This is an optimization exercise on Yosys and OpenROAD, whose aim is small area, not a production implementation. RTL that was checked went through simulation tests only; none was proved equivalent to the original. For run 1, only the layout was checked, not whether the RTL still works. The clock port is modelled as an ideal driver; clocking choices that lean on that would not hold on a real chip. Power and IR drop assume default switching activity.

<file path="flow/design.v">
module pyro_crc16_check (
    input  wire [175:0] frame,
    output wire         ok
);
    wire x176 = frame[33] ^ frame[34];
    wire x177 = frame[35] ^ frame[36];
    wire x178 = frame[63] ^ frame[106];
    wire x179 = frame[66] ^ frame[109];
    wire x180 = frame[64] ^ frame[107];
    wire x181 = frame[65] ^ frame[108];
    wire x182 = frame[12] ^ frame[15];
    wire x183 = frame[14] ^ frame[17];
    wire x184 = frame[20] ^ frame[69];
    wire x185 = frame[31] ^ frame[32];
    wire x186 = frame[61] ^ frame[104];
    wire x187 = frame[67] ^ frame[110];
    wire x188 = frame[68] ^ frame[111];
    wire x189 = frame[13] ^ frame[16];
    wire x190 = frame[62] ^ frame[105];
    wire x191 = frame[21] ^ frame[121];
    wire x192 = frame[70] ^ frame[113];
    wire x193 = frame[90] ^ frame[120];
    wire x194 = frame[22] ^ frame[122];
    wire x195 = frame[71] ^ frame[114];
    wire x196 = frame[23] ^ frame[123];
    wire x197 = frame[6] ^ x186;
    wire x198 = frame[11] ^ x179;
    wire x199 = frame[37] ^ x176;
    wire x200 = frame[112] ^ x184;
    wire x201 = frame[7] ^ x190;
    wire x202 = frame[8] ^ x178;
    wire x203 = frame[9] ^ x180;
    wire x204 = frame[10] ^ x181;
    wire x205 = frame[1] ^ frame[144];
    wire x206 = frame[18] ^ frame[102];
    wire x207 = frame[30] ^ frame[101];
    wire x208 = frame[2] ^ frame[145];
    wire x209 = frame[19] ^ frame[103];
    wire x210 = frame[3] ^ frame[146];
    wire x211 = frame[74] ^ frame[150];
    wire x212 = frame[115] ^ frame[151];
    wire x213 = frame[4] ^ frame[147];
    wire x214 = frame[91] ^ frame[153];
    wire x215 = frame[116] ^ frame[152];
    wire x216 = frame[25] ^ x182;
    wire x217 = frame[38] ^ x177;
    wire x218 = x185 ^ x187;
    wire x219 = frame[26] ^ x189;
    wire x220 = frame[98] ^ x183;
    wire x221 = frame[0] ^ frame[80];
    wire x222 = frame[24] ^ frame[124];
    wire x223 = frame[78] ^ frame[118];
    wire x224 = frame[81] ^ frame[157];
    wire x225 = frame[88] ^ frame[164];
    wire x226 = frame[143] ^ frame[149];
    wire x227 = frame[79] ^ frame[119];
    wire x228 = frame[82] ^ frame[158];
    wire x229 = frame[5] ^ frame[60];
    wire x230 = frame[83] ^ frame[159];
    wire x231 = frame[84] ^ frame[160];
    wire x232 = frame[85] ^ frame[161];
    wire x233 = frame[77] ^ frame[117];
    wire x234 = frame[86] ^ frame[162];
    wire x235 = frame[87] ^ frame[163];
    wire x236 = frame[156] ^ x188;
    wire x237 = frame[165] ^ x191;
    wire x238 = x192 ^ x206;
    wire x239 = frame[166] ^ x194;
    wire x240 = x195 ^ x209;
    wire x241 = frame[167] ^ x196;
    wire x242 = frame[75] ^ x212;
    wire x243 = frame[76] ^ x215;
    wire x244 = x214 ^ x233;
    wire x245 = frame[72] ^ x200;
    wire x246 = x199 ^ x217;
    wire x247 = frame[28] ^ frame[99];
    wire x248 = frame[39] ^ frame[94];
    wire x249 = frame[92] ^ frame[154];
    wire x250 = frame[95] ^ frame[127];
    wire x251 = frame[125] ^ frame[148];
    wire x252 = frame[29] ^ frame[100];
    wire x253 = frame[93] ^ frame[155];
    wire x254 = frame[58] ^ x205;
    wire x255 = frame[96] ^ x207;
    wire x256 = x193 ^ x226;
    wire x257 = x223 ^ x249;
    wire x258 = frame[59] ^ x208;
    wire x259 = x227 ^ x253;
    wire x260 = x197 ^ x225;
    wire x261 = x198 ^ x237;
    wire x262 = frame[73] ^ x201;
    wire x263 = frame[97] ^ x219;
    wire x264 = frame[126] ^ x239;
    wire x265 = frame[27] ^ x220;
    wire x266 = x202 ^ x211;
    wire x267 = x203 ^ x210;
    wire x268 = x204 ^ x213;
    wire x269 = frame[50] ^ frame[89];
    wire x270 = frame[53] ^ x251;
    wire x271 = frame[128] ^ x224;
    wire x272 = frame[168] ^ x222;
    wire x273 = frame[129] ^ x228;
    wire x274 = frame[57] ^ x221;
    wire x275 = frame[130] ^ x230;
    wire x276 = frame[131] ^ x231;
    wire x277 = frame[132] ^ x232;
    wire x278 = frame[133] ^ x234;
    wire x279 = frame[171] ^ x235;
    wire x280 = frame[44] ^ x254;
    wire x281 = frame[55] ^ x236;
    wire x282 = frame[134] ^ x256;
    wire x283 = x218 ^ x238;
    wire x284 = frame[45] ^ x258;
    wire x285 = x240 ^ x273;
    wire x286 = x241 ^ x248;
    wire x287 = frame[138] ^ x242;
    wire x288 = frame[139] ^ x243;
    wire x289 = frame[140] ^ x244;
    wire x290 = frame[40] ^ x246;
    wire x291 = frame[169] ^ x262;
    wire x292 = frame[170] ^ x264;
    wire x293 = x245 ^ x275;
    wire x294 = frame[56] ^ frame[142];
    wire x295 = frame[135] ^ frame[149];
    wire x296 = frame[41] ^ frame[42];
    wire x297 = frame[46] ^ frame[136];
    wire x298 = frame[47] ^ frame[137];
    wire x299 = frame[35] ^ frame[119];
    wire x300 = frame[52] ^ frame[120];
    wire x301 = frame[48] ^ frame[54];
    wire x302 = frame[141] ^ x247;
    wire x303 = frame[51] ^ x229;
    wire x304 = frame[43] ^ x250;
    wire x305 = x216 ^ x255;
    wire x306 = x257 ^ x270;
    wire x307 = x216 ^ x259;
    wire x308 = x198 ^ x252;
    wire x309 = x203 ^ x279;
    wire x310 = x176 ^ x204;
    wire x311 = frame[49] ^ x260;
    wire x312 = x271 ^ x283;
    wire x313 = x193 ^ x266;
    wire x314 = x274 ^ x285;
    wire x315 = frame[117] ^ x282;
    wire x316 = x177 ^ x289;
    wire x317 = x263 ^ x288;
    wire x318 = x281 ^ x311;
    wire x319 = frame[174] ^ x292;
    wire x320 = frame[41] ^ frame[69];
    wire x321 = frame[54] ^ frame[95];
    wire x322 = frame[125] ^ frame[173];
    wire x323 = frame[32] ^ frame[152];
    wire x324 = frame[0] ^ frame[52];
    wire x325 = frame[73] ^ frame[97];
    wire x326 = frame[12] ^ frame[33];
    wire x327 = frame[115] ^ frame[121];
    wire x328 = frame[13] ^ frame[118];
    wire x329 = frame[34] ^ frame[154];
    wire x330 = frame[42] ^ frame[59];
    wire x331 = frame[99] ^ frame[116];
    wire x332 = frame[122] ^ frame[145];
    wire x333 = frame[100] ^ frame[123];
    wire x334 = frame[46] ^ frame[124];
    wire x335 = frame[137] ^ frame[172];
    wire x336 = frame[47] ^ frame[94];
    wire x337 = frame[89] ^ frame[126];
    wire x338 = frame[2] ^ frame[175];
    wire x339 = frame[30] ^ frame[51];
    wire x340 = x183 ^ x250;
    wire x341 = frame[4] ^ x269;
    wire x342 = frame[96] ^ x295;
    wire x343 = frame[151] ^ x188;
    wire x344 = x180 ^ x205;
    wire x345 = x252 ^ x294;
    wire x346 = x320 ^ x322;
    wire x347 = frame[104] ^ x210;
    wire x348 = x181 ^ x208;
    wire x349 = x192 ^ x297;
    wire x350 = frame[31] ^ x296;
    wire x351 = frame[56] ^ x247;
    wire x352 = frame[93] ^ x324;
    wire x353 = frame[105] ^ x213;
    wire x354 = x195 ^ x298;
    wire x355 = frame[16] ^ x224;
    wire x356 = frame[58] ^ x194;
    wire x357 = frame[141] ^ x211;
    wire x358 = frame[17] ^ x228;
    wire x359 = frame[135] ^ x328;
    wire x360 = frame[148] ^ x229;
    wire x361 = x182 ^ x196;
    wire x362 = frame[14] ^ x299;
    wire x363 = frame[136] ^ x230;
    wire x364 = x189 ^ x222;
    wire x365 = frame[147] ^ x334;
    wire x366 = x231 ^ x335;
    wire x367 = frame[142] ^ x300;
    wire x368 = frame[1] ^ x234;
    wire x369 = x187 ^ x301;
    wire x370 = frame[20] ^ x185;
    wire x371 = frame[29] ^ x269;
    wire x372 = x221 ^ x272;
    wire x373 = x321 ^ x344;
    wire x374 = x255 ^ x347;
    wire x375 = x303 ^ x323;
    wire x376 = frame[15] ^ x238;
    wire x377 = x191 ^ x272;
    wire x378 = x197 ^ x276;
    wire x379 = x304 ^ x350;
    wire x380 = x325 ^ x353;
    wire x381 = frame[153] ^ x276;
    wire x382 = x200 ^ x207;
    wire x383 = x220 ^ x277;
    wire x384 = x243 ^ x326;
    wire x385 = x327 ^ x357;
    wire x386 = frame[43] ^ x278;
    wire x387 = frame[49] ^ x201;
    wire x388 = x244 ^ x359;
    wire x389 = x277 ^ x329;
    wire x390 = x330 ^ x361;
    wire x391 = x202 ^ x257;
    wire x392 = x235 ^ x240;
    wire x393 = x199 ^ x232;
    wire x394 = x219 ^ x278;
    wire x395 = x337 ^ x367;
    wire x396 = x218 ^ x302;
    wire x397 = x178 ^ x280;
    wire x398 = x245 ^ x261;
    wire x399 = x306 ^ x372;
    wire x400 = x284 ^ x343;
    wire x401 = frame[92] ^ x265;
    wire x402 = frame[127] ^ x286;
    wire x403 = x179 ^ x267;
    wire x404 = x265 ^ x352;
    wire x405 = x378 ^ x380;
    wire x406 = frame[102] ^ x308;
    wire x407 = frame[144] ^ x268;
    wire x408 = x383 ^ x385;
    wire x409 = frame[103] ^ x261;
    wire x410 = x266 ^ x389;
    wire x411 = x280 ^ x388;
    wire x412 = frame[155] ^ x309;
    wire x413 = x267 ^ x307;
    wire x414 = x310 ^ x366;
    wire x415 = frame[67] ^ x287;
    wire x416 = x268 ^ x336;
    wire x417 = frame[18] ^ x287;
    wire x418 = x305 ^ x371;
    wire x419 = x246 ^ x259;
    wire x420 = frame[150] ^ x290;
    wire x421 = x398 ^ x399;
    wire x422 = x312 ^ x341;
    wire x423 = x290 ^ x293;
    wire x424 = x313 ^ x401;
    wire x425 = x291 ^ x315;
    wire x426 = x314 ^ x384;
    wire x427 = x293 ^ x411;
    wire x428 = x392 ^ x413;
    wire x429 = frame[28] ^ x316;
    wire x430 = frame[19] ^ x317;
    wire x431 = frame[3] ^ x318;
    wire x432 = x319 ^ x349;
    wire x433 = x355 ^ x425;
    wire x434 = frame[5] ^ frame[172];
    wire x435 = x248 ^ x434;
    wire x436 = x302 ^ x340;
    wire x437 = x435 ^ x282;
    wire x438 = x305 ^ x436;
    wire x439 = x312 ^ x397;
    wire x440 = x437 ^ x438;
    wire x441 = x420 ^ x421;
    wire x442 = x439 ^ x440;
    wire x443 = x431 ^ x441;
    wire x444 = x442 ^ x443;
    wire x445 = frame[6] ^ frame[39];
    wire x446 = frame[91] ^ frame[112];
    wire x447 = x445 ^ x446;
    wire x448 = x237 ^ x342;
    wire x449 = x345 ^ x346;
    wire x450 = x447 ^ x263;
    wire x451 = x264 ^ x285;
    wire x452 = x307 ^ x373;
    wire x453 = x448 ^ x449;
    wire x454 = x291 ^ x400;
    wire x455 = x450 ^ x451;
    wire x456 = x452 ^ x453;
    wire x457 = x420 ^ x422;
    wire x458 = x454 ^ x455;
    wire x459 = x456 ^ x457;
    wire x460 = x458 ^ x459;
    wire x461 = frame[7] ^ frame[143];
    wire x462 = x212 ^ x296;
    wire x463 = x461 ^ x348;
    wire x464 = x462 ^ x263;
    wire x465 = x281 ^ x374;
    wire x466 = x375 ^ x463;
    wire x467 = x314 ^ x402;
    wire x468 = x464 ^ x465;
    wire x469 = x466 ^ x423;
    wire x470 = x424 ^ x467;
    wire x471 = x468 ^ x432;
    wire x472 = x469 ^ x470;
    wire x473 = x471 ^ x472;
    wire x474 = frame[8] ^ frame[39];
    wire x475 = frame[171] ^ frame[175];
    wire x476 = x214 ^ x215;
    wire x477 = x474 ^ x475;
    wire x478 = x241 ^ x242;
    wire x479 = x254 ^ x271;
    wire x480 = x351 ^ x354;
    wire x481 = x476 ^ x477;
    wire x482 = x376 ^ x377;
    wire x483 = x379 ^ x478;
    wire x484 = x479 ^ x480;
    wire x485 = x481 ^ x403;
    wire x486 = x404 ^ x405;
    wire x487 = x482 ^ x483;
    wire x488 = x484 ^ x423;
    wire x489 = x485 ^ x486;
    wire x490 = x487 ^ x488;
    wire x491 = x489 ^ x490;
    wire x492 = frame[9] ^ frame[48];
    wire x493 = frame[63] ^ frame[138];
    wire x494 = frame[165] ^ x223;
    wire x495 = x492 ^ x493;
    wire x496 = x258 ^ x356;
    wire x497 = x494 ^ x495;
    wire x498 = x379 ^ x381;
    wire x499 = x382 ^ x496;
    wire x500 = x497 ^ x406;
    wire x501 = x407 ^ x408;
    wire x502 = x498 ^ x499;
    wire x503 = x426 ^ x500;
    wire x504 = x501 ^ x502;
    wire x505 = x431 ^ x433;
    wire x506 = x503 ^ x504;
    wire x507 = x505 ^ x506;
    wire x508 = frame[10] ^ frame[64];
    wire x509 = frame[139] ^ frame[166];
    wire x510 = frame[170] ^ x227;
    wire x511 = x294 ^ x331;
    wire x512 = x332 ^ x508;
    wire x513 = x509 ^ x242;
    wire x514 = x358 ^ x360;
    wire x515 = x510 ^ x511;
    wire x516 = x512 ^ x374;
    wire x517 = x386 ^ x387;
    wire x518 = x390 ^ x513;
    wire x519 = x514 ^ x515;
    wire x520 = x409 ^ x410;
    wire x521 = x516 ^ x517;
    wire x522 = x518 ^ x519;
    wire x523 = x422 ^ x427;
    wire x524 = x520 ^ x521;
    wire x525 = x522 ^ x523;
    wire x526 = x524 ^ x525;
    wire x527 = frame[11] ^ frame[21];
    wire x528 = frame[44] ^ frame[50];
    wire x529 = frame[65] ^ frame[75];
    wire x530 = frame[140] ^ frame[146];
    wire x531 = frame[167] ^ x333;
    wire x532 = x527 ^ x528;
    wire x533 = x529 ^ x530;
    wire x534 = x239 ^ x303;
    wire x535 = x362 ^ x363;
    wire x536 = x364 ^ x531;
    wire x537 = x532 ^ x533;
    wire x538 = x283 ^ x386;
    wire x539 = x391 ^ x534;
    wire x540 = x535 ^ x536;
    wire x541 = x537 ^ x315;
    wire x542 = x400 ^ x405;
    wire x543 = x412 ^ x538;
    wire x544 = x539 ^ x540;
    wire x545 = x426 ^ x541;
    wire x546 = x542 ^ x543;
    wire x547 = x544 ^ x545;
    wire x548 = x546 ^ x547;
    wire x549 = frame[22] ^ frame[36];
    wire x550 = frame[45] ^ frame[66];
    wire x551 = frame[76] ^ frame[81];
    wire x552 = frame[101] ^ frame[106];
    wire x553 = frame[134] ^ frame[168];
    wire x554 = x251 ^ x300;
    wire x555 = x549 ^ x550;
    wire x556 = x551 ^ x552;
    wire x557 = x553 ^ x201;
    wire x558 = x236 ^ x241;
    wire x559 = x365 ^ x554;
    wire x560 = x555 ^ x556;
    wire x561 = x260 ^ x375;
    wire x562 = x557 ^ x558;
    wire x563 = x559 ^ x560;
    wire x564 = x408 ^ x414;
    wire x565 = x561 ^ x562;
    wire x566 = x563 ^ x427;
    wire x567 = x428 ^ x564;
    wire x568 = x565 ^ x566;
    wire x569 = x567 ^ x568;
    wire x570 = frame[23] ^ frame[77];
    wire x571 = frame[82] ^ frame[107];
    wire x572 = frame[122] ^ frame[156];
    wire x573 = frame[157] ^ frame[173];
    wire x574 = x295 ^ x297;
    wire x575 = x331 ^ x570;
    wire x576 = x571 ^ x572;
    wire x577 = x573 ^ x202;
    wire x578 = x362 ^ x574;
    wire x579 = x575 ^ x576;
    wire x580 = x260 ^ x284;
    wire x581 = x376 ^ x381;
    wire x582 = x393 ^ x394;
    wire x583 = x395 ^ x577;
    wire x584 = x578 ^ x579;
    wire x585 = x291 ^ x415;
    wire x586 = x416 ^ x580;
    wire x587 = x581 ^ x582;
    wire x588 = x583 ^ x584;
    wire x589 = x421 ^ x585;
    wire x590 = x586 ^ x587;
    wire x591 = x588 ^ x589;
    wire x592 = x590 ^ x591;
    wire x593 = frame[24] ^ frame[27];
    wire x594 = frame[68] ^ frame[78];
    wire x595 = frame[83] ^ frame[89];
    wire x596 = frame[108] ^ frame[158];
    wire x597 = x229 ^ x298;
    wire x598 = x333 ^ x593;
    wire x599 = x594 ^ x595;
    wire x600 = x596 ^ x217;
    wire x601 = x270 ^ x340;
    wire x602 = x368 ^ x369;
    wire x603 = x597 ^ x598;
    wire x604 = x599 ^ x261;
    wire x605 = x288 ^ x600;
    wire x606 = x601 ^ x602;
    wire x607 = x603 ^ x410;
    wire x608 = x604 ^ x605;
    wire x609 = x606 ^ x428;
    wire x610 = x607 ^ x608;
    wire x611 = x432 ^ x433;
    wire x612 = x609 ^ x610;
    wire x613 = x611 ^ x612;
    wire x614 = frame[37] ^ frame[72];
    wire x615 = frame[79] ^ frame[80];
    wire x616 = frame[84] ^ frame[101];
    wire x617 = frame[109] ^ frame[118];
    wire x618 = frame[121] ^ frame[124];
    wire x619 = frame[128] ^ frame[159];
    wire x620 = x184 ^ x338;
    wire x621 = x614 ^ x615;
    wire x622 = x616 ^ x617;
    wire x623 = x618 ^ x619;
    wire x624 = x216 ^ x342;
    wire x625 = x354 ^ x358;
    wire x626 = x369 ^ x620;
    wire x627 = x621 ^ x622;
    wire x628 = x623 ^ x394;
    wire x629 = x624 ^ x625;
    wire x630 = x626 ^ x627;
    wire x631 = x292 ^ x313;
    wire x632 = x402 ^ x407;
    wire x633 = x412 ^ x417;
    wire x634 = x628 ^ x629;
    wire x635 = x630 ^ x318;
    wire x636 = x429 ^ x631;
    wire x637 = x632 ^ x633;
    wire x638 = x634 ^ x635;
    wire x639 = x636 ^ x637;
    wire x640 = x638 ^ x639;
    wire x641 = frame[0] ^ frame[27];
    wire x642 = frame[48] ^ frame[53];
    wire x643 = frame[85] ^ frame[91];
    wire x644 = frame[113] ^ frame[129];
    wire x645 = frame[160] ^ x299;
    wire x646 = x332 ^ x641;
    wire x647 = x642 ^ x643;
    wire x648 = x644 ^ x197;
    wire x649 = x256 ^ x351;
    wire x650 = x363 ^ x370;
    wire x651 = x645 ^ x646;
    wire x652 = x647 ^ x262;
    wire x653 = x286 ^ x309;
    wire x654 = x310 ^ x648;
    wire x655 = x649 ^ x650;
    wire x656 = x651 ^ x397;
    wire x657 = x415 ^ x418;
    wire x658 = x652 ^ x653;
    wire x659 = x654 ^ x655;
    wire x660 = x430 ^ x656;
    wire x661 = x657 ^ x658;
    wire x662 = x659 ^ x660;
    wire x663 = x661 ^ x662;
    wire x664 = frame[40] ^ frame[57];
    wire x665 = frame[68] ^ frame[86];
    wire x666 = frame[114] ^ frame[123];
    wire x667 = frame[130] ^ frame[146];
    wire x668 = frame[161] ^ x225;
    wire x669 = x339 ^ x664;
    wire x670 = x665 ^ x666;
    wire x671 = x667 ^ x370;
    wire x672 = x668 ^ x669;
    wire x673 = x670 ^ x284;
    wire x674 = x373 ^ x377;
    wire x675 = x387 ^ x671;
    wire x676 = x672 ^ x317;
    wire x677 = x406 ^ x414;
    wire x678 = x673 ^ x674;
    wire x679 = x675 ^ x424;
    wire x680 = x429 ^ x676;
    wire x681 = x677 ^ x678;
    wire x682 = x679 ^ x680;
    wire x683 = x681 ^ x682;
    wire x684 = frame[55] ^ frame[60];
    wire x685 = frame[87] ^ frame[131];
    wire x686 = frame[162] ^ frame[169];
    wire x687 = x684 ^ x685;
    wire x688 = x686 ^ x346;
    wire x689 = x348 ^ x356;
    wire x690 = x365 ^ x687;
    wire x691 = x267 ^ x391;
    wire x692 = x393 ^ x396;
    wire x693 = x688 ^ x689;
    wire x694 = x690 ^ x316;
    wire x695 = x404 ^ x409;
    wire x696 = x417 ^ x418;
    wire x697 = x691 ^ x692;
    wire x698 = x693 ^ x694;
    wire x699 = x695 ^ x696;
    wire x700 = x697 ^ x698;
    wire x701 = x699 ^ x700;
    wire x702 = frame[70] ^ frame[88];
    wire x703 = frame[90] ^ frame[132];
    wire x704 = frame[163] ^ x186;
    wire x705 = x188 ^ x206;
    wire x706 = x339 ^ x702;
    wire x707 = x703 ^ x345;
    wire x708 = x368 ^ x704;
    wire x709 = x705 ^ x706;
    wire x710 = x306 ^ x390;
    wire x711 = x396 ^ x707;
    wire x712 = x708 ^ x709;
    wire x713 = x403 ^ x416;
    wire x714 = x419 ^ x710;
    wire x715 = x711 ^ x712;
    wire x716 = x319 ^ x430;
    wire x717 = x713 ^ x714;
    wire x718 = x715 ^ x716;
    wire x719 = x717 ^ x718;
    wire x720 = frame[71] ^ frame[133];
    wire x721 = frame[164] ^ x190;
    wire x722 = x209 ^ x226;
    wire x723 = x301 ^ x338;
    wire x724 = x720 ^ x218;
    wire x725 = x236 ^ x274;
    wire x726 = x279 ^ x304;
    wire x727 = x360 ^ x364;
    wire x728 = x721 ^ x722;
    wire x729 = x723 ^ x265;
    wire x730 = x268 ^ x286;
    wire x731 = x289 ^ x308;
    wire x732 = x382 ^ x395;
    wire x733 = x724 ^ x725;
    wire x734 = x726 ^ x727;
    wire x735 = x728 ^ x419;
    wire x736 = x729 ^ x730;
    wire x737 = x731 ^ x732;
    wire x738 = x733 ^ x734;
    wire x739 = x735 ^ x736;
    wire x740 = x737 ^ x738;
    wire x741 = x739 ^ x740;
    wire [15:0] r = {x741, x719, x701, x683, x663, x640, x613, x592, x569, x548, x526, x507, x491, x473, x460, x444};
    assign ok = (r == 16'h2DF9);
endmodule
module pyro_btn_entry (
    input  wire        clk,
    input  wire        rst,
    input  wire        eval,
    input  wire        v,
    input  wire        raw_state,      
    input  wire        tick,           
    input  wire        tick_c,         
    input  wire [31:0] delta_r,        
    output reg  [2:0]  kind,
    output reg         stable_state,
    output reg         pending,
    output reg  [7:0]  repeat_count,
    output reg  [31:0] hold_time
);
    function [4:0] db_back(input integer n);    
        integer i;
        begin
            db_back = 5'b01111;
            for (i = 0; i < n; i = i + 1)       
                db_back = {~(db_back[0] ^ db_back[3]), db_back[4:1]};
        end
    endfunction
    function [8:0] pr_back(input integer n);    
        integer i;
        begin
            pr_back = 9'b011111111;
            for (i = 0; i < n; i = i + 1)       
                pr_back = {~(pr_back[0] ^ pr_back[5]), pr_back[8:1]};
        end
    endfunction
    localparam [4:0] DB_S = db_back(19);
    localparam [8:0] PR_P = pr_back(499);
    localparam [8:0] PR_R = pr_back(299);
    reg  [4:0] db;
    reg  [8:0] pr;
    wire db_top = &db[3:0];
    wire pr_top = &pr[7:0];
    wire [4:0] db_next = {db[3:0], ~(db[4] ^ db[2]) | db_top};
    wire [8:0] pr_next = {pr[7:0], ~(pr[8] ^ pr[4]) | pr_top};
    wire db_ok  = db_top & (db[4] | tick);    
    wire pr_ok  = pr_top & (pr[8] | tick);    
    wire [8:0] rep_c;
    wire [7:0] rep_new;
    wire       rep_all = &repeat_count;
    assign rep_c[0] = 1'b1;
    genvar k;
    generate
        for (k = 0; k < 8; k = k + 1) begin : g_rep
            assign rep_c[k + 1] = rep_c[k] & repeat_count[k];
            if (k == 0)
                assign rep_new[k] = ~pending | ~repeat_count[0] | rep_all;
            else
                assign rep_new[k] = pending & (repeat_count[k] ^ (rep_c[k] & ~rep_all));
        end
    endgenerate
    wire rc      = v ^ raw_state;
    wire accept  = (v ^ stable_state) & ~rc & db_ok;
    wire in_hold = kind[2] & kind[0];
    wire s1 = pending & pr_ok;
    wire s2 = ~s1 & accept & v;
    wire s3 = ~s1 & accept & ~v;
    wire s4 = ~s1 & ~accept & stable_state & in_hold;
    wire s5 = ~s1 & ~accept & stable_state & ~in_hold & pr_ok;
    wire        upd  = eval & s4;               
    wire        keep = ~rst & ~(eval & (s2 | s4 | s5));
    wire [32:0] hc;
    wire [31:0] hsum;
    assign hc[0] = tick_c;
    genvar i;
    generate
        for (i = 0; i < 32; i = i + 1) begin : g_add
            assign hsum[i]   = hold_time[i] ^ delta_r[i] ^ hc[i];
            assign hc[i + 1] = (hold_time[i] & delta_r[i]) | (hc[i] & (hold_time[i] ^ delta_r[i]));
        end
    endgenerate
    wire [31:0] hnext = ({32{upd}} & hsum) | ({32{keep}} & hold_time);
    always @(posedge clk) begin
        hold_time <= hnext;
        if (rst | (eval & rc))
            db <= DB_S;
        else if (tick)
            db <= db_next;
        if (rst | (eval & s2))
            pr <= PR_P;
        else if (eval & s3)
            pr <= PR_R;
        else if (tick)
            pr <= pr_next;
        if (rst) begin
            stable_state <= 1'b0;
            kind         <= 3'd0;
            pending      <= 1'b0;
            repeat_count <= 8'd0;
        end else if (eval) begin
            if (s2) begin
                stable_state <= 1'b1;
                repeat_count <= rep_new;
            end
            if (s3)
                stable_state <= 1'b0;
            if (s1 | s2)
                pending <= 1'b0;
            else if (s3)
                pending <= ~in_hold;
            kind <= s1 ? 3'd4 : s2 ? 3'd2 : s3 ? 3'd3 : (s4 | s5) ? 3'd5 : 3'd0;
        end
    end
endmodule
module pyro_radio_b (
    input  wire          clk,
    input  wire          rst,             
    input  wire          frame_valid,
    input  wire [175:0]  frame,
    input  wire [31:0]   now,             
    output reg           st_valid,        
    output reg  [1:0]    st_code,         
    output reg  [43:0]   ch_off,          
    output reg  [47:0]   mouse,           
    output reg  [15:0]   mbtn_raw,        
    output reg  [15:0]   key_raw,
    output reg  [1:0]    sw_stable,       
    output reg  [6:0]    sw_event,        
    output reg  [31:0]   sw_change_time,  
    output wire [65:0]   btn_event,       
    output wire [21:0]   btn_stable,
    output wire [21:0]   btn_pending,
    output wire [175:0]  btn_repeat,      
    output wire [703:0]  btn_hold_time,   
    output reg           online
);
    localparam NBTN = 22;
    wire crc_ok;
    pyro_crc16_check u_crc (.frame(frame), .ok(crc_ok));
    wire [63:0] F = frame[79:16];
    wire [10:0] ch0 = F[10:0];
    wire [10:0] ch1 = F[21:11];
    wire [10:0] ch2 = F[32:22];
    wire [10:0] ch3 = F[43:33];
    wire [1:0]  gear = F[45:44];
    wire [3:0]  fn   = F[49:46];
    wire [7:0]  mb0  = frame[8*16 +: 8];
    wire [7:0]  mb1  = frame[8*17 +: 8];
    wire [15:0] keys = frame[8*18 +: 16];
    wire range_ok = (ch0 >= 11'd364) && (ch0 <= 11'd1684) &&
                    (ch1 >= 11'd364) && (ch1 <= 11'd1684) &&
                    (ch2 >= 11'd364) && (ch2 <= 11'd1684) &&
                    (ch3 >= 11'd364) && (ch3 <= 11'd1684);
    wire commit = frame_valid && crc_ok && range_ok && !rst;
    reg         now0_q;
    reg  [31:0] delta_n;                     
    wire [31:0] delta_r = ~delta_n;
    wire        tick = now[0] ^ now0_q;
    reg         now0_n;
    wire        tick_c = ~(now[0] ^ now0_n);
    always @(posedge clk) begin
        now0_q <= now[0];
        now0_n <= ~now[0];
        if (rst)
            delta_n <= ~now;                 
        else if (commit)
            delta_n <= 32'hFFFFFFFF;         
        else
            delta_n <= delta_n - {31'd0, tick};
    end
    always @(posedge clk) begin
        if (rst) begin
            st_valid       <= 1'b0;
            st_code        <= 2'd0;
            ch_off         <= 44'd0;
            mouse          <= 48'd0;
            mbtn_raw       <= 16'd0;
            key_raw        <= 16'd0;
            sw_stable      <= 2'd0;
            sw_event       <= 7'd0;
            sw_change_time <= 32'd0;
        end else begin
            st_valid <= frame_valid;
            if (frame_valid)
                st_code <= !crc_ok ? 2'd1 : !range_ok ? 2'd2 : 2'd0;
            if (commit) begin
                ch_off   <= {ch3 ^ 11'h400, ch2 ^ 11'h400, ch1 ^ 11'h400, ch0 ^ 11'h400};
                mouse    <= frame[8*10 +: 48];
                mbtn_raw <= {mb1, mb0};
                key_raw  <= keys;
                if (gear != sw_stable) begin
                    sw_event       <= {3'd1, sw_stable, gear};
                    sw_stable      <= gear;
                    sw_change_time <= now;
                end else begin
                    sw_event       <= 7'd0;
                end
            end
        end
    end
    reg  [3:0] fn_raw;
    always @(posedge clk)
        if (rst)         fn_raw <= 4'd0;
        else if (commit) fn_raw <= fn;
    wire [NBTN-1:0] levels = {fn, (mb1 != 8'd0), (mb0 != 8'd0), keys};
    wire [NBTN-1:0] raws   = {fn_raw, (mbtn_raw[15:8] != 8'd0), (mbtn_raw[7:0] != 8'd0), key_raw};
    genvar g;
    generate
        for (g = 0; g < NBTN; g = g + 1) begin : g_btn
            pyro_btn_entry u_btn (
                .clk(clk), .rst(rst), .eval(commit), .v(levels[g]), .raw_state(raws[g]),
                .tick(tick), .tick_c(tick_c), .delta_r(delta_r),
                .kind(btn_event[3*g +: 3]), .stable_state(btn_stable[g]),
                .pending(btn_pending[g]), .repeat_count(btn_repeat[8*g +: 8]),
                .hold_time(btn_hold_time[32*g +: 32]));
        end
    endgenerate
    always @(posedge clk) begin
        if (rst)
            online <= 1'b0;
        else if (commit)
            online <= 1'b1;
        else if ((delta_r > 32'd100) || (delta_r == 32'd100 && tick))
            online <= 1'b0;
    end
endmodule
</file>
<file path="flow/flow/run.sh">
#!/bin/bash
# Layout flow: the standard ORFS flow (standard.sh), with these changes to
# how the layout is made:
#  - synthesis is the standard flow's synthesis script with another ABC mapping script
#    (flow/synth.tcl, flow/abc_area.script): an area-recovering mapping
#    without ABC's own buffering and upsizing;
#  - the port buffers that global placement inserts are sky130_fd_sc_hd__buf_1;
#  - clock tree synthesis inserts no dummy loads.
# Each tool's full output goes to the ORFS logs under orfs/logs/, and the make
# output to flow_make.log in this folder.
set -euo pipefail
here=$(pwd)
export FLOW_ABC_SCRIPT="$here/flow/abc_area.script"
export BUFFER_PORTS_ARGS="-buffer_cell sky130_fd_sc_hd__buf_1"
export CTS_ARGS="-sink_clustering_enable -repair_clock_nets -dont_use_dummy_load -sink_clustering_size 20 -sink_clustering_max_diameter 100"
bash standard.sh SYNTH_SCRIPT="$here/flow/synth.tcl" finish > flow_make.log 2>&1
</file>
<file path="flow/flow/abc_area.script">
&get -n
&st
&dch
&nf
&st
&syn2
&synch2
&nf
&st
&dch
&nf -R 1000
&put
topo
stime -c
</file>
<file path="flow/flow/synth.tcl">
# The standard flow's synthesis script (synth_recipe.tcl), with ORFS's ABC speed script
# replaced by abc_area.script from this folder: the same Yosys flow and the
# same registers, only the gate mapping of the logic differs.
proc synth {args} { yosys synth -nofsm -noshare {*}$args }
proc abc {args} {
  set i [lsearch -exact $args -script]
  if { $i >= 0 } {
    set args [lreplace $args [expr {$i + 1}] [expr {$i + 1}] $::env(FLOW_ABC_SCRIPT)]
  }
  puts "abc with: $args"
  yosys abc {*}$args
}
source $::env(SCRIPTS_DIR)/synth.tcl
# left out here: clear keep_hierarchy, flatten, clean up, hide names made inside functions, write 1_2_yosys.v
</file>
<file path="flow/standard.sh">
#!/bin/bash
# synth_recipe.tcl (not shown) runs the flow's synth.tcl, then flattens the netlist and writes it again
# the make line also repeats each setting of config.mk as NAME=value (left out here)
make -C /OpenROAD-flow-scripts/flow DESIGN_CONFIG=/design/flow/config.mk WORK_HOME=/design/flow/orfs CLKGATE_MAP_FILE= SYNTH_SCRIPT=/design/flow/synth_recipe.tcl "${@:-finish}"
</file>
<file path="flow/config.mk">
export PLATFORM = sky130hd
export DESIGN_NAME = pyro_radio_b
export DESIGN_NICKNAME = pyro_radio_b
export VERILOG_FILES = /design/flow/design.v
export SDC_FILE = /design/flow/constraint.sdc
export NUM_CORES = 8
export LEC_CHECK = 0
export CAP_MARGIN = 20
export CORE_MARGIN = 2
export CORE_UTILIZATION = 40
export SLEW_MARGIN = 20
</file>
<file path="flow/constraint.sdc">
create_clock -name core_clock -period 15.0 [get_ports {clk}]
set_input_delay 3.0000 -clock core_clock [delete_from_list [all_inputs] [get_ports {clk}]]
set_output_delay 3.0000 -clock core_clock [all_outputs]
set_load 0.01 [all_outputs]
</file>
==> impl_metrics.ini, run 1 <==
[outcome]
outcome = finished clean

[setup_path]
crit_top_cell = fa_2
path_delay_family = adder cells
cp_num_cells = 41
slowest_delay_ns = 0.40
cp_slowest_cell = fa_1
worstPathRequired_ns = 15.66
path_buf_inv = 5
worst-path-max-fanout = 5
critical_path_arrival_ns = 15.43
cp-end-kind = flip-flop
startpoint_type = input port
critPathKind = input port to flip-flop
reg2reg_depth = 36

[drt]
wire_per_inst_um = 28.00
ant_nets = 0
dr.pass1.iters = 6
viasPerCell = 5.676
remaining_drc_errors = 0
totalWireLength_um = 308900
first_iter_violations = 5384
via_count = 62620

[floorplan]
boundaryPins = 1370
start_util = 0.4021
rows = 157
die_area_mm2 = 0.1871
dieWidth_um = 432.6
coreArea_mm2 = 0.1827
die_h_um = 432.6

[layout]
fill_cells = 17557
layout_common_cells = dfxtp_1, buf_1, nor2_1
fin_nets = 9535
final_common_cell = dfxtp_1
fin_util = 0.4697
drive_above_1_share = 0.07243
areaGrowthSynthToFinish_pct = 16.80

[timing]
max_freq_mhz = 67.72
hold_violations = 0
finalMaxSlewViolations = 0
period_share = 0.9845
setup_violations = 0
slew_headroom = 0.2444
finClkSkew_ns = 0.1182
period_needed_ns = 14.77
worst_pin_slew_ns = 1.133

[cts]
insertion_delay_ns = 0.76
clk_pin_slew_ns = 0.09
cts.path.max_buffers = 3
h-tree-depth = 3
cts-buffers-inserted = 90
cts-root-buf = clkbuf_16
cts_tree = built
cts_sinks = 1503
ctsHoldBuffers = 0

[place]
gp_congestion = 0.9963
portBuffers = 1367
hpwl_um = 242400

[synthesis]
synth_seq_area_share = 0.4096
syn_area_mm2 = 0.07346
ys_async_sr_fraction = 0
synth_ff_type = dfxtp_1
synth_enable_flop_cells = 0
synth_area_leaders = dfxtp_1, fa_1, a22o_1
ys_warn_count = 2
synthesis.instances = 7112
netlist.area_leader.share = 0.4096
yosysTopAreaCell = dfxtp_1
syn_avg_cell_area_um2 = 10.33
ys_ff_latch = 1503
ys_types = 55

[global_routing]
grt_pass1_vias = 60019
grt_usage = 0.3217
gr-total-overflow = 0
grt_max_degree = 159
grt_antenna_before_repair = 31
grt_pass1_wl_um = 438700

[worst_hold_path]
min_path_type = flip-flop to flip-flop
hold_depth = 2

[power]
power.total_uw = 8729
total_leakage_power_uw = 0.03141
p_per_area_mw_per_mm2 = 101.7
power_switching_uw = 2773
p_comb_frac = 0.240
p_int_uw = 5955
p_sw_frac = 0.3177
ir_worst_vdd_mv = 0.09940
p_clk_frac = 0.285
p_seq_frac = 0.475

[job]
cap_violations = 0
-- power by group through the flow --
stage	clock network (µW)	registers, µW	logic [µW]
final	2480	4150	2100
after detailed placement	0	4240	2070
after floorplan	0	4220	1470
after global placement	0	4230	2040
after CTS	2540	4140	2080
after global routing	2680	4160	2280
-- final cells by class --
class | instances | area (µm²) | share of cell area
flip-flops and latches | 1503 | 30090 | 0.3507
clock buffers | 90 | 2252 | 0.02625
multi-input cells | 5384 | 43560 | 0.5077
repair buffers | 1488 | 6231 | 0.07262
well taps | 2385 | 2984 | 0.03478
diodes | 19 | 47.55 | 0.0005541
inverters | 164 | 630.6 | 0.007349
-- final timing paths --
path | slack, ns | to | from
setup reg to reg | 2.17 | g_btn[10].u_btn.hold_time[30]$_DFF_P_ | delta_n[0]$_DFF_P_
hold reg to reg | 0.44 | g_btn[7].u_btn.kind[1]$_SDFFE_PP0P_ | g_btn[7].u_btn.kind[1]$_SDFFE_PP0P_
hold / removal | 0.44 | g_btn[7].u_btn.kind[1]$_SDFFE_PP0P_ | g_btn[7].u_btn.kind[1]$_SDFFE_PP0P_
setup / recovery | 0.23 | g_btn[2].u_btn.hold_time[31]$_DFF_P_ | now[0]
-- worst register-to-register path: cells and delay by family (launching register included) --
kind / cells / cell delay [ns]
compound gates: 1 / 0.20
fa+ha+maj: 31 / 11.60
buf+inv: 4 / 0.65
flops: 1 / 0.35
-- stage by stage --
stage                     cell area [µm²]  setup WS, ns  cells  TNS, ns  hold slack (ns)
after floorplan                     73610        -1.383   7113  -754.17           0.4307
after global placement              82530        -1.196  10915   -61.49           0.4291
after detailed placement            82530        -1.368  10915   -76.66           0.4309
after CTS                           85230    0.00009948  11006        0           0.4431
after global routing                85800      -0.05514  11031  -0.1030           0.4580
final                               85800        0.2326  11033        0           0.4410
-- Yosys cell counts (113+ instances only) --
master	n
a21oi_1	451
fa_1	682
dfxtp_1	1503
nand4_1	113
nor2_1	880
xnor2_1	527
nand2_1	588
a22o_1	665
clkinv_1	164
nor3_1	160
xor2_1	220
o21ai_0	478
-- flip-flops by register name (all words and copies together) (netlist names), 16 cells and up --
register                  flops
g_btn.u_btn.hold_time       704
g_btn.u_btn.pending          22
g_btn.u_btn.repeat_count    176
delta_n                      32
mbtn_raw                     16
g_btn.u_btn.stable_state     22
g_btn.u_btn.pr              198
g_btn.u_btn.db              110
key_raw                      16
g_btn.u_btn.kind             66
sw_change_time               32
mouse                        48
ch_off                       44
-- metal layers --
metal | wire length, µm | global-route usage | part of all wire
met4 | 22580 | 0.2032 | 0.073
met3 | 23900 | 0.07128 | 0.077
met2 | 142900 | 0.5143 | 0.46
met1 | 119400 | 0.3931 | 0.39
met5 | 126 | 0 | 0.00041
-- what timing repair did --
| action | in CTS | in global routing |
|---|---|---|
| setup endpoints to repair | 48 | 44 |
| pin swaps | 19 | 25 |
| setup buffers | 1 | 1 |
| resized for setup | 174 | 140 |
-- cells by family after synthesis --
logic type,synth area share
adder cells (fa/ha/maj),0.1877
XOR/XNOR,0.08936
multiplexers,0.009265
buffers and inverters,0.01472
AND/OR/NAND/NOR,0.1160
other,0.00005105
flip-flops,0.4096
AO/OA/AOI/OAI,0.1733
==> inputs of run 2 (changes only) <==
--- a/flow/design.v
+++ b/flow/design.v
@@ -580,3 +580,2 @@
     input  wire        tick,           
-    input  wire        tick_c,         
     input  wire [31:0] delta_r,        
@@ -641,3 +640,3 @@
     wire [31:0] hsum;
-    assign hc[0] = tick_c;
+    assign hc[0] = tick;
     genvar i;
@@ -726,7 +725,4 @@
     wire        tick = now[0] ^ now0_q;
-    reg         now0_n;
-    wire        tick_c = ~(now[0] ^ now0_n);
     always @(posedge clk) begin
         now0_q <= now[0];
-        now0_n <= ~now[0];
         if (rst)
@@ -779,3 +775,3 @@
                 .clk(clk), .rst(rst), .eval(commit), .v(levels[g]), .raw_state(raws[g]),
-                .tick(tick), .tick_c(tick_c), .delta_r(delta_r),
+                .tick(tick), .delta_r(delta_r),
                 .kind(btn_event[3*g +: 3]), .stable_state(btn_stable[g]),
--- a/flow/flow/run.sh
+++ b/flow/flow/run.sh
@@ -15,2 +15,3 @@
 export CTS_ARGS="-sink_clustering_enable -repair_clock_nets -dont_use_dummy_load -sink_clustering_size 20 -sink_clustering_max_diameter 100"
+export POST_CTS_TCL="$here/flow/post_cts.tcl"
 bash standard.sh SYNTH_SCRIPT="$here/flow/synth.tcl" finish > flow_make.log 2>&1
==> flow/flow/post_cts.tcl (new file) <==
# After CTS and its timing repair: downsize cells on paths with slack to spare,
# keeping a setup margin for the routed parasitics, then legalize again.
estimate_parasitics -placement
repair_timing -recover_power 100 -setup_margin 0.3 -match_cell_footprint -verbose
detailed_placement
check_placement -verbose
==> impl_metrics.ini, run 2 <==
[outcome]
outcome = finished clean

[place]
hpwl_um = 248900
gp_congestion = 1.013
dpl.cell_count = 10819
portBuffers = 1367

[timing]
finalMaxSlewViolations = 0
hold_ws_ns = 0.4398
tns_ns = 0
period_share = 0.9849
max_freq_mhz = 67.69
finClkSkew_ns = 0.08995
hold_violations = 0
worst_pin_slew_ns = 1.144
setup_violations = 0
period_needed_ns = 14.77
slew_headroom = 0.2372

[setup_path]
regToRegStartpoint = delta_n[0]$_DFF_P_
worst-path-max-fanout = 5
startpoint_type = input port
r2r_slack_ns = 1.86
critical_path_arrival_ns = 15.41
cp-end-kind = flip-flop
cp_slowest_cell = fa_1
slowest_delay_ns = 0.43
critPathKind = input port to flip-flop
crit_start = now[0]
worstPathRequired_ns = 15.63
crit_top_cell = fa_2

[power]
ir_worst_vdd_mv = 0.09290
power_switching_uw = 2944
p_comb_frac = 0.260
p_sw_frac = 0.3314
p_clk_frac = 0.274
p_seq_frac = 0.466
p_per_area_mw_per_mm2 = 103.4
total_leakage_power_uw = 0.03146
p_int_uw = 5938
power.total_uw = 8882

[layout]
layout.cells.non_filler = 10951
final_common_cell = dfxtp_1
multi_input_area_mm2 = 0.04325
reg_top3 = g_btn.u_btn.hold_time: 704 flops, g_btn.u_btn.pr: 198 flops, g_btn.u_btn.repeat_count: 176 flops
layout_common_cells = dfxtp_1, buf_1, nor2_1
largest_register = g_btn.u_btn.hold_time
area.sequential_mm2 = 0.03007
areaGrowthSynthToFinish_pct = 17.44
fill_cells = 17284
drive_above_1_share = 0.08283
fin_util = 0.4742
fin_nets = 9478
largest_reg_flops = 704

[synthesis]
syn_avg_cell_area_um2 = 10.42
synthesis.instances = 7017
ys_warn_count = 2
syn_area_mm2 = 0.07314
ys_ff_latch = 1502
ys_async_sr_fraction = 0
synth_seq_area_share = 0.4111
synth_area_leaders = dfxtp_1, fa_1, a22o_1
synth_enable_flop_cells = 0
yosysTopAreaCell = dfxtp_1
ys_types = 52
synth_commonest_cells = dfxtp_1, nor2_1, a22o_1, fa_1, xnor2_1
synth_ff_type = dfxtp_1
yosysMostFrequentCell = dfxtp_1
netlist.area_leader.share = 0.4111

[cts]
clk_pin_slew_ns = 0.08
insertion_delay_ns = 0.77
cts_sinks = 1502
cts_tree = built

[global_routing]
grt_use_met2 = 0.5323
use_met1 = 0.4163
grt_usage = 0.3391
grt_max_degree = 116
grt_pass1_vias = 60242
busiest_layer = met2
grt_antenna_before_repair = 16
grt_pass1_wl_um = 454700
gr-total-overflow = 0
grtUsageMet3 = 0.07295

[worst_hold_path]
min_path_type = flip-flop to flip-flop
hold_path.startpoint = g_btn[0].u_btn.kind[1]$_SDFFE_PP0P_

[drt]
totalWireLength_um = 324900
ant_nets = 0
dr.pass1.iters = 6
wire_per_inst_um = 29.67
via_count = 62759
viasPerCell = 5.731
first_iter_violations = 5588
remaining_drc_errors = 0

[job]
cap_violations = 0

[floorplan]
coreArea_mm2 = 0.1811
boundaryPins = 1370
dieWidth_um = 431.6
start_util = 0.4038
die_area_mm2 = 0.1863
die_h_um = 431.6
rows = 156
==> run 2: power groups by stage <==
stage | Combinational, µW | Clock (µW) | Sequential, µW
global route | 2490 | 2600 | 4150
finish | 2310 | 2430 | 4140
global placement | 2240 | 0 | 4230
detailed placement | 2230 | 0 | 4230
floorplan | 1510 | 0 | 4210
==> run 2: final timing paths <==
| check | to | cells after the start |
|---|---|---|
| hold reg to reg | g_btn[0].u_btn.kind[1]$_SDFFE_PP0P_ | 2 |
| hold / removal | g_btn[0].u_btn.kind[1]$_SDFFE_PP0P_ | 2 |
| setup reg to reg | g_btn[11].u_btn.hold_time[30]$_DFF_P_ | 36 |
| setup / recovery | g_btn[2].u_btn.hold_time[30]$_DFF_P_ | 39 |
==> run 2: kinds of logic after synthesis <==
| kind of cell | count (synthesis) | synth area share |
|---|---|---|
| AO/OA/AOI/OAI | 1679 | 0.1605 |
| XOR/XNOR | 772 | 0.09245 |
| adder cells (fa/ha/maj) | 693 | 0.1886 |
| buffers and inverters | 218 | 0.01437 |
| flip-flops | 1502 | 0.4111 |
| multiplexers | 72 | 0.009854 |
| other | 1 | 0.00005127 |
| AND/OR/NAND/NOR | 2080 | 0.1231 |
==> run 2: area by class of cell <==
cell class | instances | area share
Multi-Input combinational cell | 5298 | 0.5035
Sequential cell | 1502 | 0.3501
Timing Repair Buffer | 1529 | 0.07898
Inverter | 156 | 0.007240
Antenna cell | 9 | 0.0002622
Tap cell | 2370 | 0.03452
Clock buffer | 87 | 0.02535
==> run 2: critical path, delay by kind of cell <==
kind | cells | cell delay [ns]
buffers and inverters | 6 | 0.69
AOI/OAI and AO/OA | 1 | 0.20
adders and majority gates | 31 | 11.26
xor gates and xnor gates | 1 | 0.22
==> run 2: metal layers <==
layer | wire [µm] | vias to the layer above
li1 | - | 27635
met5 | 41 | -
met3 | 25020 | 678
met1 | 124300 | 31644
met4 | 27020 | 6
met2 | 148500 | 2796
==> run 2: through the flow <==
stage	setup WS, ns	area, µm²
floorplan	-12.05	73180
global placement	-1.196	82140
detailed placement	-1.350	82140
global route	-0.01310	85890
finish	0.2262	85890
==> inputs of run 3 (changes only) <==
--- a/flow/flow/run.sh
+++ b/flow/flow/run.sh
@@ -14,4 +14,3 @@
 export BUFFER_PORTS_ARGS="-buffer_cell sky130_fd_sc_hd__buf_1"
-export CTS_ARGS="-sink_clustering_enable -repair_clock_nets -dont_use_dummy_load -sink_clustering_size 20 -sink_clustering_max_diameter 100"
-export POST_CTS_TCL="$here/flow/post_cts.tcl"
+export CTS_ARGS="-sink_clustering_enable -repair_clock_nets -dont_use_dummy_load -sink_clustering_size 16 -sink_clustering_max_diameter 80"
 bash standard.sh SYNTH_SCRIPT="$here/flow/synth.tcl" finish > flow_make.log 2>&1
==> flow/flow/abc_area.script (replaced) <==
&get -n
&st
&dch
&nf
&st
&syn2
&synch2
&nf
&st
&dch
&nf -R 1000
&st
&dch -f
&nf -R 1000 -p
&put
topo
stime -c
removed: flow/flow/post_cts.tcl
==> impl_metrics.ini, run 3 <==
[outcome]
outcome = finished clean

[floorplan]
dieWidth_um = 430.1
rows = 156
die_h_um = 430.1
start_util = 0.4022
coreArea_mm2 = 0.1805
die_area_mm2 = 0.1850
boundaryPins = 1370

[global_routing]
gr-total-overflow = 0
grt_usage = 0.3274
grt_pass1_vias = 58969
grt_pass1_wl_um = 438500
grt_antenna_before_repair = 20
grt_max_degree = 131

[synthesis]
synth_mux_area_frac = 0.009372
ys_warn_count = 2
ys_ff_latch = 1502
synthAdderAreaFrac = 0.1899
ys_async_sr_fraction = 0
synth_compound_area_frac = 0.1635
synth_simple_gate_area_frac = 0.1208
synth_commonest_cells = dfxtp_1, a22o_1, nor2_1, fa_1, nand2_1
yosysMostFrequentCell = dfxtp_1
synth_area_leaders = dfxtp_1, fa_1, a22o_1
synth_enable_flop_cells = 0
syn_area_mm2 = 0.07262
ys_types = 54
synth_top_family_by_area = adder cells
yosysTopAreaCell = dfxtp_1
synth_seq_area_share = 0.4140
syn_avg_cell_area_um2 = 10.64
synthesis.instances = 6823
synth_ff_type = dfxtp_1
netlist.area_leader.share = 0.4140
synth-xor-area-share = 0.08861

[layout]
final_common_cell = dfxtp_1
layout_common_cells = dfxtp_1, buf_1, a22o_1
drive_above_1_share = 0.07926
fill_cells = 17169
reg_top3 = g_btn.u_btn.hold_time: 704 flops, g_btn.u_btn.pr: 198 flops, g_btn.u_btn.repeat_count: 176 flops
largest_register = g_btn.u_btn.hold_time
largest_reg_flops = 704
areaGrowthSynthToFinish_pct = 17.63
fin_nets = 9283
design_area_mm2 = 0.08543

[cts]
cts.path.max_buffers = 3
cts_sinks = 1502
h-tree-depth = 3
cts-buffers-inserted = 113
cts_tree = built
insertion_delay_ns = 0.83
clk_pin_slew_ns = 0.08
ctsHoldBuffers = 0
cts-root-buf = clkbuf_16

[setup_path]
regToRegStartpoint = delta_n[0]$_DFF_P_
critical_path_arrival_ns = 15.44
crit_top_cell = fa_1
cp-end-kind = flip-flop
worst-path-max-fanout = 9
crit_start = now[0]
slowest_delay_ns = 0.40
worstPathRequired_ns = 15.68
critPathKind = input port to flip-flop
startpoint_type = input port
cp_slowest_cell = fa_1

[drt]
totalWireLength_um = 311200
remaining_drc_errors = 0
viasPerCell = 5.678
ant_nets = 0
first_iter_violations = 4868
dr.pass1.iters = 6
via_count = 61134
wire_per_inst_um = 28.90

[timing]
finClkSkew_ns = 0.1057
worst_pin_slew_ns = 1.135
finalMaxSlewViolations = 0
max_freq_mhz = 67.76
setup_ws_ns = 0.2430
hold_violations = 0
period_needed_ns = 14.76
period_share = 0.9838
slew_headroom = 0.2430
setup_violations = 0

[power]
p_comb_frac = 0.242
p_clk_frac = 0.303
total_leakage_power_uw = 0.03161
ir_worst_vdd_mv = 0.09252
p_per_area_mw_per_mm2 = 107.7
p_int_uw = 6243
power_switching_uw = 2957
p_sw_frac = 0.3214
p_seq_frac = 0.456

[worst_hold_path]
hold_path.startpoint = g_btn[0].u_btn.pr[2]$_SDFFE_PP0P_
min_path_type = flip-flop to flip-flop

[job]
cap_violations = 0

[place]
post-place-ws_ns = -1.279
hpwl_um = 239300
gp_congestion = 1.000
placed_cell_area_mm2 = 0.08161
portBuffers = 1367
-- run 3: cell count changes after synthesis, sizes merged, moves of 39 or more --
cell / previous run / this run
o22ai: 6 / 64
a21oi: 379 / 335
a22o: 683 / 793
nor2b: 10 / 81
nor2: 952 / 723
nand2: 495 / 558
a22oi: 69 / 22
nor3: 225 / 170
o21ai: 331 / 292
-- run 3: logic make-up after synthesis --
family	after synthesis
buf+inv	204
xor+xnor	730
mux	68
flops	1502
simple gates	1962
fa+ha+maj	693
other cells	1
compound gates	1663
-- run 3: worst paths after layout --
kind | to | slack, ns | cells past startpoint
max reg2reg | g_btn[1].u_btn.hold_time[30]$_DFF_P_ | 1.76 | 36
min | g_btn[0].u_btn.pr[3]$_SDFFE_PP1P_ | 0.43 | 2
min reg2reg | g_btn[0].u_btn.pr[3]$_SDFFE_PP1P_ | 0.43 | 2
max | g_btn[1].u_btn.hold_time[30]$_DFF_P_ | 0.24 | 38
-- run 3: timing repair --
item,CTS,global route
endpoints found under the setup margin,48,52
pin swaps,10,13
endpoints found under the hold margin,0,0
buffers inserted,4,0
resized for setup,178,154
cloned,1,0
-- run 3: through the flow --
step,TNS [ns],std cells,hold slack [ns],power (µW),utilization
floorplan,-6140.54,6824,0.4516,5758,-
global placement,-59.48,10627,0.4265,6441,0.4520
detailed placement,-79.95,10627,0.4328,6444,0.4520
CTS,0,10745,0.4364,9222,0.4705
global route,-0.001425,10756,0.4508,9556,0.4730
finish,0,10766,0.4306,9201,0.4732
-- run 3: area by class of cell --
cell class	count	area (µm²)	share of cell area
well taps	2370	2965	0.03471
clock buffers	113	2828	0.03310
flip-flops and latches	1502	30070	0.3520
multi-input cells	5118	42700	0.4999
inverters	142	578.1	0.006767
diodes	19	47.55	0.0005566
repair buffers	1501	6223	0.07285
repair inverters	1	8.758	0.0001025
-- run 3: power by group through the flow --
| stage | sequential [µW] | combinational, µW | clock [µW] |
|---|---|---|---|
| after detailed placement | 4280 | 2160 | 0 |
| after global placement | 4280 | 2160 | 0 |
| after floorplan | 4260 | 1500 | 0 |
| final | 4190 | 2230 | 2780 |
| after CTS | 4190 | 2200 | 2830 |
| after global routing | 4210 | 2390 | 2960 |
-- run 3: critical path: cells and delay by family --
family          cells  cell delay [ns]
xor+xnor            1             0.19
fa+ha+maj          31            11.30
buf+inv             5             0.70
compound gates      1             0.20
-- run 3: metal layers --
layer	vias to the layer above	wire, µm	part of all wire	track usage
met4	12	24330	0.078	0.2106
met3	698	24030	0.077	0.08542
met5	-	74	0.00024	0
li1	27168	-	-	-
met1	30812	118800	0.38	0.3883
met2	2444	143900	0.46	0.5263
==> inputs of run 4 (changes only) <==
--- a/flow/flow/run.sh
+++ b/flow/flow/run.sh
@@ -14,3 +14,3 @@
 export BUFFER_PORTS_ARGS="-buffer_cell sky130_fd_sc_hd__buf_1"
-export CTS_ARGS="-sink_clustering_enable -repair_clock_nets -dont_use_dummy_load -sink_clustering_size 16 -sink_clustering_max_diameter 80"
+export CTS_ARGS="-sink_clustering_enable -repair_clock_nets -dont_use_dummy_load -sink_clustering_size 24 -sink_clustering_max_diameter 120"
 bash standard.sh SYNTH_SCRIPT="$here/flow/synth.tcl" finish > flow_make.log 2>&1
==> impl_metrics.ini, run 4 <==
[timing]
hold_violations = 0
setup_ws_ns = 0.2442
slew_headroom = 0.2469
hold_ws_ns = 0.4451
worst_pin_slew_ns = 1.130
setup_violations = 0
period_needed_ns = 14.76
finClkSkew_ns = 0.1071
finalMaxSlewViolations = 0
period_share = 0.9837
rsz0062_at_grt = no
max_freq_mhz = 67.77

[drt]
dr.pass1.iters = 5
wl_met3_um = 23790
ant_nets = 0
viasPerCell = 5.694
wl_met2_um = 143900
wire_per_inst_um = 28.96
first_iter_violations = 4916
via_count = 61065
highest_layer = met5
routedLengthMet1_um = 118500
remaining_drc_errors = 0
totalWireLength_um = 310600

[setup_path]
path_delay_family = adder cells
worstPathRequired_ns = 15.62
path_buf_inv = 5
startpoint_type = input port
crit_top_cell = fa_1
critical_path_arrival_ns = 15.38
cp_slowest_cell = fa_1
worst-path-max-fanout = 5
slowest_delay_ns = 0.43
critPathKind = input port to flip-flop
cp-end-kind = flip-flop
r2r_slack_ns = 1.77

[global_routing]
grt_pass1_vias = 58692
gr-total-overflow = 0
grt_usage = 0.3268
grt_max_degree = 131
grt_antenna_before_repair = 19
grt_pass1_wl_um = 437800

[cts]
h-tree-depth = 3
cts.path.max_buffers = 3
insertion_delay_ns = 0.76
ctsHoldBuffers = 0
cts_sinks = 1502
cts_tree = built
cts-root-buf = clkbuf_16
cts-buffers-inserted = 75
clk_pin_slew_ns = 0.10

[floorplan]
coreArea_mm2 = 0.1805
die_area_mm2 = 0.1850
die_h_um = 430.1
dieWidth_um = 430.1
rows = 156
start_util = 0.4022
boundaryPins = 1370

[layout]
largest_register = g_btn.u_btn.hold_time
fin_nets = 9246
largest_reg_flops = 704
layout_common_cells = dfxtp_1, buf_1, a22o_1
fin_util = 0.4682
drive_above_1_share = 0.07818
final_common_cell = dfxtp_1
areaGrowthSynthToFinish_pct = 16.40
reg_top3 = g_btn.u_btn.hold_time: 704 flops, g_btn.u_btn.pr: 198 flops, g_btn.u_btn.repeat_count: 176 flops

[synthesis]
synth_seq_area_share = 0.4140
syn_avg_cell_area_um2 = 10.64
yosysMostFrequentCell = dfxtp_1
synth_commonest_cells = dfxtp_1, a22o_1, nor2_1, fa_1, nand2_1
syn_area_mm2 = 0.07262
ys_types = 54
synth_ff_type = dfxtp_1
synth_enable_flop_cells = 0
ys_ff_latch = 1502
ys_async_sr_fraction = 0
ys_warn_count = 2
synth_area_leaders = dfxtp_1, fa_1, a22o_1
netlist.area_leader.share = 0.4140
yosysTopAreaCell = dfxtp_1
synthesis.instances = 6823

[outcome]
outcome = finished clean

[place]
gp_congestion = 1.000
portBuffers = 1367
post-place-ws_ns = -1.279
hpwl_um = 239300

[power]
total_leakage_power_uw = 0.03110
ir_worst_vdd_mv = 0.07982
p_per_area_mw_per_mm2 = 102.9

[worst_hold_path]
min_path_type = flip-flop to flip-flop

[job]
cap_violations = 0
run 4: cell counts after synthesis:
No cell type changed its count.
run 4: power by group:
| part | total [µW] | internal (µW) | switching (µW) |
|---|---|---|---|
| clock | 2270 | 899 | 1370 |
| sequential | 4190 | 4090 | 100 |
| combinational | 2230 | 835 | 1400 |
| total | 8700 | 5830 | 2870 |
run 4: cell type report:
class,count,area (µm²)
Antenna cell,14,35.03
Tap cell,2370,2965
Fill cell,17244,96010
Sequential cell,1502,30070
Multi-Input combinational cell,5118,42770
Clock buffer,75,1877
Inverter,142,578.1
Timing Repair Buffer,1502,6231
Timing Repair inverter,1,8.758
run 4: final timing paths:
kind,end,from,cells past startpoint
min,g_btn[15].u_btn.kind[1]$_SDFFE_PP0P_,g_btn[15].u_btn.kind[1]$_SDFFE_PP0P_,2
max reg2reg,g_btn[21].u_btn.hold_time[31]$_DFF_P_,delta_n[0]$_DFF_P_,37
min reg2reg,g_btn[15].u_btn.kind[1]$_SDFFE_PP0P_,g_btn[15].u_btn.kind[1]$_SDFFE_PP0P_,2
max,g_btn[2].u_btn.hold_time[30]$_DFF_P_,now[0],38
run 4: worst register-to-register path, delay by kind of cell, from the launching register on:
family	cells	cell delay, ns
adder cells (fa/ha/maj)	31	11.29
buffers and inverters	4	1.24
flip-flops	1	0.36
AO/OA/AOI/OAI	1	0.15
XOR/XNOR	1	0.13
run 4: cells by family (layout without fill, tap and decap cells):
logic type,Yosys count,after routing,synth area share
other cells,1,16,0.00005164
flops,1502,1502,0.4140
mux,68,68,0.009372
buf+inv,204,1720,0.01375
compound gates,1663,1663,0.1635
xor+xnor,730,730,0.08861
simple gates,1962,1962,0.1208
fa+ha+maj,693,693,0.1899
run 4: through the flow:
stage               setup TNS, ns  total power (µW)  area (µm²)  instances
global route                    0              9038       84520      10718
global placement           -59.48              6441       81610      10627
floorplan                -6140.54              5758       72660       6824
detailed placement         -79.95              6444       81610      10627
CTS                             0              8715       84050      10708
finish                          0              8698       84530      10724
run 4: what timing repair did:
action | in CTS | in global routing
gates resized for setup | 198 | 157
gates cloned | 1 | 0
buffers inserted | 5 | 0
endpoints found under the setup margin | 51 | 54
pin swaps | 10 | 13
run 4: layer usage:
layer	track usage	up-vias
li1	-	27059
met1	0.3898	30826
met2	0.5266	2501
met5	0	-
met3	0.08142	669
met4	0.2088	10
==> inputs of run 5 (changes only) <==
--- a/flow/flow/run.sh
+++ b/flow/flow/run.sh
@@ -7,3 +7,4 @@
 #  - the port buffers that global placement inserts are sky130_fd_sc_hd__buf_1;
-#  - clock tree synthesis inserts no dummy loads.
+#  - clock tree synthesis inserts no dummy loads and clusters up to 24
+#    flip-flops within 120 um per leaf buffer.
 # Each tool's full output goes to the ORFS logs under orfs/logs/, and the make
==> impl_metrics.ini, run 5 <==
[drt]
remaining_drc_errors = 0
via_count = 61065
ant_nets = 0
totalWireLength_um = 310600
dr.pass1.iters = 5
viasPerCell = 5.694
first_iter_violations = 4916
wire_per_inst_um = 28.96

[global_routing]
grt_pass1_vias = 58692
grt_antenna_before_repair = 19
grt_max_degree = 131
gr-total-overflow = 0
grt_usage = 0.3268
grt_pass1_wl_um = 437800

[cts]
cts_sinks = 1502
h-tree-depth = 3
ctsHoldBuffers = 0
cts-buffers-inserted = 75
clk_pin_slew_ns = 0.10
insertion_delay_ns = 0.76
cts-root-buf = clkbuf_16
cts.path.max_buffers = 3
cts_tree = built

[setup_path]
worst-path-max-fanout = 5
critPathKind = input port to flip-flop
crit_top_cell = fa_1
startpoint_type = input port
slowest_delay_ns = 0.43
worstPathRequired_ns = 15.62
reg2reg_depth = 37
cp-end-kind = flip-flop
cp_slowest_cell = fa_1
critical_path_arrival_ns = 15.38

[synthesis]
yosysTopAreaCell = dfxtp_1
yosysMostFrequentCell = dfxtp_1
syn_area_mm2 = 0.07262
synth_seq_area_share = 0.4140
ys_async_sr_fraction = 0
synth_area_leaders = dfxtp_1, fa_1, a22o_1
syn_avg_cell_area_um2 = 10.64
synth_commonest_cells = dfxtp_1, a22o_1, nor2_1, fa_1, nand2_1
synth_enable_flop_cells = 0
synth_ff_type = dfxtp_1
ys_types = 54
netlist.area_leader.share = 0.4140
ys_warn_count = 2
synthesis.instances = 6823
ys_ff_latch = 1502

[timing]
slew_headroom = 0.2469
hold_ws_ns = 0.4451
finalMaxSlewViolations = 0
hold_violations = 0
setup_violations = 0
period_needed_ns = 14.76
rsz0062_at_grt = no
finClkSkew_ns = 0.1071
period_share = 0.9837
max_freq_mhz = 67.77
worst_pin_slew_ns = 1.130

[place]
placed_cell_area_mm2 = 0.08161
portBuffers = 1367
gp_congestion = 1.000
hpwl_um = 239300

[power]
p_per_area_mw_per_mm2 = 102.9
total_leakage_power_uw = 0.03110
power.total_uw = 8698
ir_worst_vdd_mv = 0.07982

[layout]
final_common_cell = dfxtp_1
drive_above_1_share = 0.07818
largest_reg_flops = 704
fin_nets = 9246
layout_common_cells = dfxtp_1, buf_1, a22o_1
reg_top3 = g_btn.u_btn.hold_time: 704 flops, g_btn.u_btn.pr: 198 flops, g_btn.u_btn.repeat_count: 176 flops
largest_register = g_btn.u_btn.hold_time
area.sequential_mm2 = 0.03007
design_area_mm2 = 0.08453
fill_cells = 17244
areaGrowthSynthToFinish_pct = 16.40
fin_util = 0.4682
multi_input_area_mm2 = 0.04277

[worst_hold_path]
hold_depth = 2
min_path_type = flip-flop to flip-flop

[floorplan]
boundaryPins = 1370
start_util = 0.4022
dieWidth_um = 430.1
coreArea_mm2 = 0.1805
rows = 156
die_area_mm2 = 0.1850
die_h_um = 430.1

[outcome]
outcome = finished clean

[job]
cap_violations = 0
==> run 5: worst max-delay path: cells and delay by family <==
kind                       cells  cell delay (ns)
AOI/OAI and AO/OA              1             0.20
xor gates and xnor gates       1             0.19
adders and majority gates     31            11.28
buffers and inverters          5             0.71
==> run 5: cell families after synthesis <==
family                     after synthesis  synth area share
and+or+nand+nor                       1962            0.1208
DFF                                   1502            0.4140
muxes                                   68          0.009372
buffers and inverters                  204           0.01375
AOI/OAI and AO/OA                     1663            0.1635
xor gates and xnor gates               730           0.08861
other                                    1        0.00005164
adders and majority gates              693            0.1899
==> run 5: layout make-up <==
class	count	share of cell area
antenna	14	0.0004144
tap	2370	0.03508
timing repair buffer	1502	0.07371
inverter	142	0.006838
multi-input combinational	5118	0.5059
sequential	1502	0.3558
clock buffer	75	0.02220
timing repair inverter	1	0.0001036
==> run 5: power breakdown <==
| group | switching, µW | internal (µW) |
|---|---|---|
| registers | 100 | 4090 |
| clock network | 1370 | 899 |
| logic | 1400 | 835 |
==> run 5: what timing repair did <==
| item | in CTS | in global routing |
|---|---|---|
| cloned | 1 | 0 |
| resized for setup | 198 | 157 |
| setup buffers | 5 | 0 |
| pin swaps | 10 | 13 |
| endpoints found under the setup margin | 51 | 54 |
==> run 5: path summary, 6_finish.rpt <==
| check | end | start | slack, ns |
|---|---|---|---|
| worst min register to register | g_btn[15].u_btn.kind[1]$_SDFFE_PP0P_ | g_btn[15].u_btn.kind[1]$_SDFFE_PP0P_ | 0.45 |
| worst max-delay path | g_btn[2].u_btn.hold_time[30]$_DFF_P_ | now[0] | 0.24 |
| worst min-delay path | g_btn[15].u_btn.kind[1]$_SDFFE_PP0P_ | g_btn[15].u_btn.kind[1]$_SDFFE_PP0P_ | 0.45 |
| worst max register to register | g_btn[21].u_btn.hold_time[31]$_DFF_P_ | delta_n[0]$_DFF_P_ | 1.77 |
==> run 5: per-stage QoR <==
stage           TNS, ns  std cells  setup slack (ns)
6_report              0      10724            0.2442
2_1_floorplan  -6140.54       6824            -12.13
4_1_cts               0      10708          0.003078
5_1_grt               0      10718          0.001295
3_5_place_dp     -79.95      10627            -1.279
3_3_place_gp     -59.48      10627            -1.065
==> run 5: layer usage <==
| metal | GRT usage | up-vias | routed length [µm] | part of all wire |
|---|---|---|---|---|
| li1 | - | 27059 | - | - |
| met1 | 0.3898 | 30826 | 118500 | 0.38 |
| met2 | 0.5266 | 2501 | 143900 | 0.46 |
| met3 | 0.08142 | 669 | 23790 | 0.077 |
| met4 | 0.2088 | 10 | 24260 | 0.078 |
| met5 | 0 | - | 60 | 0.00019 |

==> re-timing with driven ports <==
The flow's constraints put no driver on any port. The routed layouts listed below were extracted and timed again, unchanged, in two steps. Step 1 sets driving cells, clkbuf_16 on the clock port and buf_2 on the other inputs (assumed; they add their load-dependent delay and slew). Step 2, shift: input delay + t, output delay - t, t = (earliest + latest rising clock arrival at the registers) / 2. This alone moves slack from input paths to output paths. Three values: no drivers, after step 1, after step 2; two values: the first two.
run | t, ns | slack for setup (ns) | worst setup path after step 2 | worst data-port slew with drivers (ns) | cell pins on the clock port's net
run 1 | 0.794 | 0.233 / 0.295 / -0.499 | input to register | 0.28 | 1
run 2 | 0.822 | 0.226 / 0.258 / -0.564 | input to register | 0.28 | 1
run 3 | 0.854 | 0.243 / 0.287 / -0.567 | input to register | 0.18 | 1
run 4 | 0.798 | 0.244 / 0.287 / -0.511 | input to register | 0.18 | 1
run 5 | 0.798 | 0.244 / 0.287 / -0.511 | input to register | 0.18 | 1
With both steps, setup timing fails in every run listed, where it was met with ideal ports. The setup slack of run 3, which loses most, moves by +0.044 ns with the drivers and by -0.810 ns with both steps.
